Background: an optimization exercise with open tools, aiming at small area. Do not read the settings as production practice.
Function was checked by simulation only, so behaviour that the tests miss may differ from the original.
Power figures rest on the tool's default switching activity, not on a simulated workload. The flow treats the clock pin as an ideal source, which a real chip does not have.

// eeprom_ctrl
module eeprom_ctrl (
    input  wire        clk,
    input  wire        rst,
    input  wire [7:0]  rx_data,
    input  wire        rx_valid,
    output wire        rx_ready,
    output reg  [7:0]  tx_data,
    output wire        tx_valid,
    input  wire        tx_ready,
    output wire [14:0] eep_a,
    output wire [7:0]  eep_d_out,
    output wire        eep_d_dir,
    input  wire [7:0]  eep_d_in,
    output wire        eep_ce,
    output wire        eep_oe,
    output wire        eep_we
);
For scale: about 2000 cells after synthesis, ~57 I/O pins.
export LEC_CHECK = 0
export CAP_MARGIN = 20
export CORE_MARGIN = 2
export CORE_UTILIZATION = 60
export SLEW_MARGIN = 20
create_clock -name core_clock -period 12.0 [get_ports {clk}]
standard.sh (not shown) runs the stock make flow with config.mk's settings and CLKGATE_MAP_FILE= SYNTH_SCRIPT=/design/flow/synth_recipe.tcl, a recipe that flattens the netlist after the stock synthesis.
==> flow/flow/run.sh <==
#!/bin/bash
# Own layout flow:
# 1. the standard synthesis, unchanged;
# 2. the combinational logic re-mapped for area by ABC, registers untouched
#    (same instances, names and cell types), best of four seeds; the result
#    is proven equivalent to the standard netlist, else the standard netlist
#    is kept;
# 3. the rest of the standard flow, with the smallest buffer on the ports
#    and a clock tree built from larger
#    sink clusters and without dummy loads.
# Each tool's output goes to its own log file in this folder.
set -euo pipefail
R=orfs/results/${FLOW_PLATFORM}/eeprom_ctrl/base
NET=$R/1_2_yosys.v
LIB=${FLOW_HOME}/platforms/${FLOW_PLATFORM}/lib/sky130_fd_sc_hd__tt_025C_1v80.lib

bash standard.sh synth > 1_standard_synth.log 2>&1

cp $NET $NET.std
# Four ABC runs with different seeds, in parallel; the smallest netlist that
# passes the checks and the equivalence proof is used.
for f in equiv check; do
  sed -e "s#@LIB@#${LIB}#g" -e "s#@NET@#${NET}#g" -e "s#@TOP@#${FLOW_TOP}#g" \
      flow/$f.ys.in > $f.ys
done
for s in 1 2 3 4; do
  sed -e "s#@LIB@#${LIB}#g" -e "s#@NET@#${NET}#g" -e "s#@TOP@#${FLOW_TOP}#g" \
      -e "s#@T@#60#g" -e "s#@S@#${s}#g" -e "s#@OUT@#resyn_${s}.v#g" flow/resyn.ys.in > resyn_${s}.ys
  yosys -s resyn_${s}.ys > 2_resyn_yosys_${s}.log 2>&1 &
done
wait || true
rm -f resyn_areas.txt
for s in 1 2 3 4; do
  a=$(grep "Chip area" 2_resyn_yosys_${s}.log | tail -1 | awk '{print $NF}') || true
  if [[ -n "$a" && -s resyn_${s}.v ]]; then echo "$a $s" >> resyn_areas.txt; fi
done
echo "re-mapping failed or not proven; standard netlist kept" > resyn_status.log
if [[ -s resyn_areas.txt ]]; then
  for s in $(sort -g resyn_areas.txt | awk '{print $2}'); do
    cp resyn_${s}.v $NET
    if yosys -s check.ys > 3_check_yosys_${s}.log 2>&1 &&
       yosys -s equiv.ys > 4_equiv_yosys_${s}.log 2>&1; then
      echo "re-mapped netlist of seed ${s} used" > resyn_status.log
      break
    fi
    cp $NET.std $NET
  done
fi
rm -f $R/1_synth.odb $R/1_synth.sdc

export BUFFER_PORTS_ARGS="-buffer_cell sky130_fd_sc_hd__buf_1"
export CTS_ARGS="-sink_clustering_enable -repair_clock_nets -dont_use_dummy_load -buf_list sky130_fd_sc_hd__clkbuf_16 -sink_clustering_size 30 -sink_clustering_max_diameter 100"
bash standard.sh > 5_standard_layout.log 2>&1
Other scripts of this flow, unchanged in this note and not shown: flow/flow/check.ys.in, flow/flow/equiv.ys.in, flow/flow/resyn.ys.in, flow/flow/tie_cell.v
==> next run, changes <==
--- a/flow/design.v
+++ b/flow/design.v
@@ -82,21 +82,21 @@
         end
     endfunction
     localparam [159:0] VER_TXT  = {"EEPROM Version=0.03", 8'h0a};
     localparam [239:0] HELP_TXT = {"Commands: V P U R W B N S T ?", 8'h0a};
     reg [4:0]   state;
     reg [6:0]   cnt;         
     reg         ovf;
     reg [2:0]   ps;
     reg [3:0]   cls;         
     reg [15:0]  addr;        
-    reg [2:0]   k;           
+    reg         aok;         
     reg [4:0]   n;           
     reg [7:0]   given;       
     reg         csp;
     wire        sep_ok = (ps == PS_DATA) || (ps == PS_DATA1) || (ps == PS_CS0) ||
                          (ps == PS_CS1) || csp;
     reg [7:0]   computed;    
     reg [14:0]  base;
     reg [6:0]   pos;         
     reg [1023:0] page;
     reg [127:0] xfer;
@@ -243,21 +243,21 @@
     end
     always @(posedge clk)
         if (xsh) xfer <= {xin, xfer[127:8]};
     task line_init;
         begin
             state    <= S_RECV;
             cnt      <= 7'd0;
             ovf      <= 1'b0;
             ps       <= PS_ADDR;
             addr     <= 16'd0;
-            k        <= 3'd0;
+            aok      <= 1'b0;
             n        <= 5'd0;
             csp      <= 1'b0;
             computed <= 8'd0;
         end
     endtask
     task start_reply;
         input [2:0] kind;
         begin
             cnt   <= 7'd0;
             state <= {2'b11, kind};
@@ -266,49 +266,55 @@
     always @(posedge clk) begin
         if (rst) begin
             line_init;
             pos     <= 7'd0;
             ctl_ce  <= 1'b0;
             ctl_oe  <= 1'b0;
             ctl_we  <= 1'b0;
             ctl_dir <= 1'b0;
         end else begin
             pos <= pos + 7'd1;
+            if (xsh && (state == S_RECV || state == S_RWAIT))
+                computed <= computed ^ xin;
             case (state)
                 S_RECV: begin
                     if (rx_valid) begin
                         if (ch == CH_LF)
                             state <= S_DISP;
                         else if (ch > 8'h1f && cnt == 7'd80)
                             ovf <= 1'b1;
                     end
                     if (take) begin
                         cnt <= cnt + 7'd1;
                         if (cnt == 7'd0) begin
                             cls <= tag_class(ch);
                             if (!((ch == 8'h52) || (ch == 8'h4e) ||
                                   (ch == 8'h57) || (ch == 8'h53)))
                                 ps <= PS_IGN;
                         end else begin
                             case (ps)
                                 PS_ADDR: begin
                                     if (ch == CH_COLON) begin
+                                        n <= 5'd0;
                                         if (is_f3) begin
                                             ps     <= PS_DATA;
                                         end else begin
                                             ps <= PS_IGN;
                                         end
                                     end else begin
                                         addr <= {addr[11:0], chv};
-                                        k    <= k + 3'd1;
-                                        if (k == 3'd3)
+                                        aok  <= 1'b1;
+                                        n    <= n + 5'd1;
+                                        if (n[1:0] == 2'd3) begin
+                                            n  <= 5'd0;
                                             ps <= is_f3 ? PS_SEP : PS_IGN;
+                                        end
                                     end
                                 end
                                 PS_SEP: begin
                                     if (ch == CH_COLON) begin
                                         ps     <= PS_DATA;
                                     end else begin
                                         ps <= PS_IGN;
                                     end
                                 end
                                 PS_DATA: begin
@@ -316,21 +322,20 @@
                                         ps <= PS_CS0;
                                     end else if (n != 5'd16) begin
                                         given[7:4] <= chv;
                                         ps <= PS_DATA1;
                                     end
                                 end
                                 PS_DATA1: begin
                                     if (ch == CH_COMMA) begin
                                         ps <= PS_CS0;
                                     end else begin
-                                        computed <= computed ^ pair_b;
                                         n        <= n + 5'd1;
                                         ps       <= PS_DATA;
                                     end
                                 end
                                 PS_CS0: begin
                                     given[7:4] <= chv;
                                     ps <= PS_CS1;
                                 end
                                 PS_CS1: begin
                                     given[3:0] <= chv;
@@ -352,34 +357,34 @@
                         case (cls)
                             C_V: start_reply(RP_VER);
                             C_H: start_reply(RP_HELP);
                             C_P, C_U: state <= S_RDIR;
                             C_B: state <= S_WDIR;
                             C_T: begin
                                 addr  <= {1'b0, base};
                                 state <= S_WDIR;
                             end
                             C_R: begin
-                                if (k == 3'd0) start_reply(RP_ERR);
+                                if (!aok) start_reply(RP_ERR);
                                 else           state <= S_RDIR;
                             end
                             C_N: begin
-                                if (k == 3'd0) begin
+                                if (!aok) begin
                                     start_reply(RP_ERR);
                                 end else begin
                                     base  <= addr[14:0];
                                     cnt   <= 7'd0;
                                     state <= S_NFILL;
                                 end
                             end
                             C_W, C_S: begin
-                                if (k == 3'd0 || !sep_ok) begin
+                                if (!aok || !sep_ok) begin
                                     start_reply(RP_ERR);
                                 end else if (csp && given != computed) begin
                                     start_reply(RP_ERRCS);
                                 end else begin
                                     cnt   <= {2'd0, n};
                                     state <= S_ALIGN;
                                 end
                             end
                             default: start_reply(RP_ERR);
                         endcase
@@ -423,21 +428,20 @@
                 end
                 S_RCE: begin
                     if (tick) begin
                         ctl_ce <= 1'b1;
                         state  <= S_RWAIT;
                     end
                 end
                 S_RWAIT: begin
                     if (tick) begin
                         ctl_ce   <= 1'b0;
-                        computed <= computed ^ eep_d_in;
                         if (cls == C_R && cnt[3:0] != 4'd15)
                             state <= S_RADDR;
                         else
                             state <= S_ROEOFF;
                     end
                 end
                 S_ROEOFF: begin
                     ctl_oe <= 1'b0;
                     if (cls == C_R) begin
                         start_reply(RP_RDATA);
@@ -484,21 +488,21 @@
                 S_WEND: begin
                     case (cls)
                         C_T: begin
                             cnt   <= 7'd0;
                             state <= S_PWAIT;
                         end
                         C_P, C_U: begin
                             if (saved) begin
                                 start_reply(RP_OK);
                             end else begin
-                                cnt   <= 7'd15;
+                                cnt[4] <= 1'b1;
                                 state <= S_WADDR;
                             end
                         end
                         default: start_reply(RP_OK);
                     endcase
                 end
                 S_PWAIT: begin
                     if (pos == 7'd127) begin
                         cnt <= cnt + 7'd1;
                         if (cnt == 7'd8)
Power stays flat.
Combinational power rose by about 2%.
Final area drops by 0.32%.
Worst setup slack gains 330 ps.
Clock-buffer cell count climbs by 1.
Global-route usage is about the same.
Core utilization stays flat.
Cell count is about the same.
Worst hold slack is better by 16 ps.
Via count went up by 0.37%.
Maximum frequency increases by 4.8%.
Wire length is about the same.
Sequential cell count decreases by 2.

==> afterwards: timing with drivers on the ports <==
The flow's constraints put no driver on any port. The routed layouts listed below were extracted and timed again, unchanged, in two steps.
Step 1: set_driving_cell puts a clkbuf_16 on clk and a buf_2 on each other input, an assumption about the parent block.
Step 2 moves the port delays by t, midway between the first and last clock arrival at a register: inputs arrive t later, outputs are due t later. That takes back most of the time a late clock gives input paths.
Three values: ideal, step 1, step 2; two values: the first two.
run	t (ns)	slack for setup (ns)	hold slack, ns	worst register clock-pin slew, ns
the first run	0.661	4.734 / 4.673 / 5.304	0.275 / 0.275 / 0.275	0.12 / 0.12
the second run	0.657	5.064 / 5.002 / 5.659	0.290 / 0.290 / 0.290	0.11 / 0.11
After both steps every run listed still meets setup and hold.
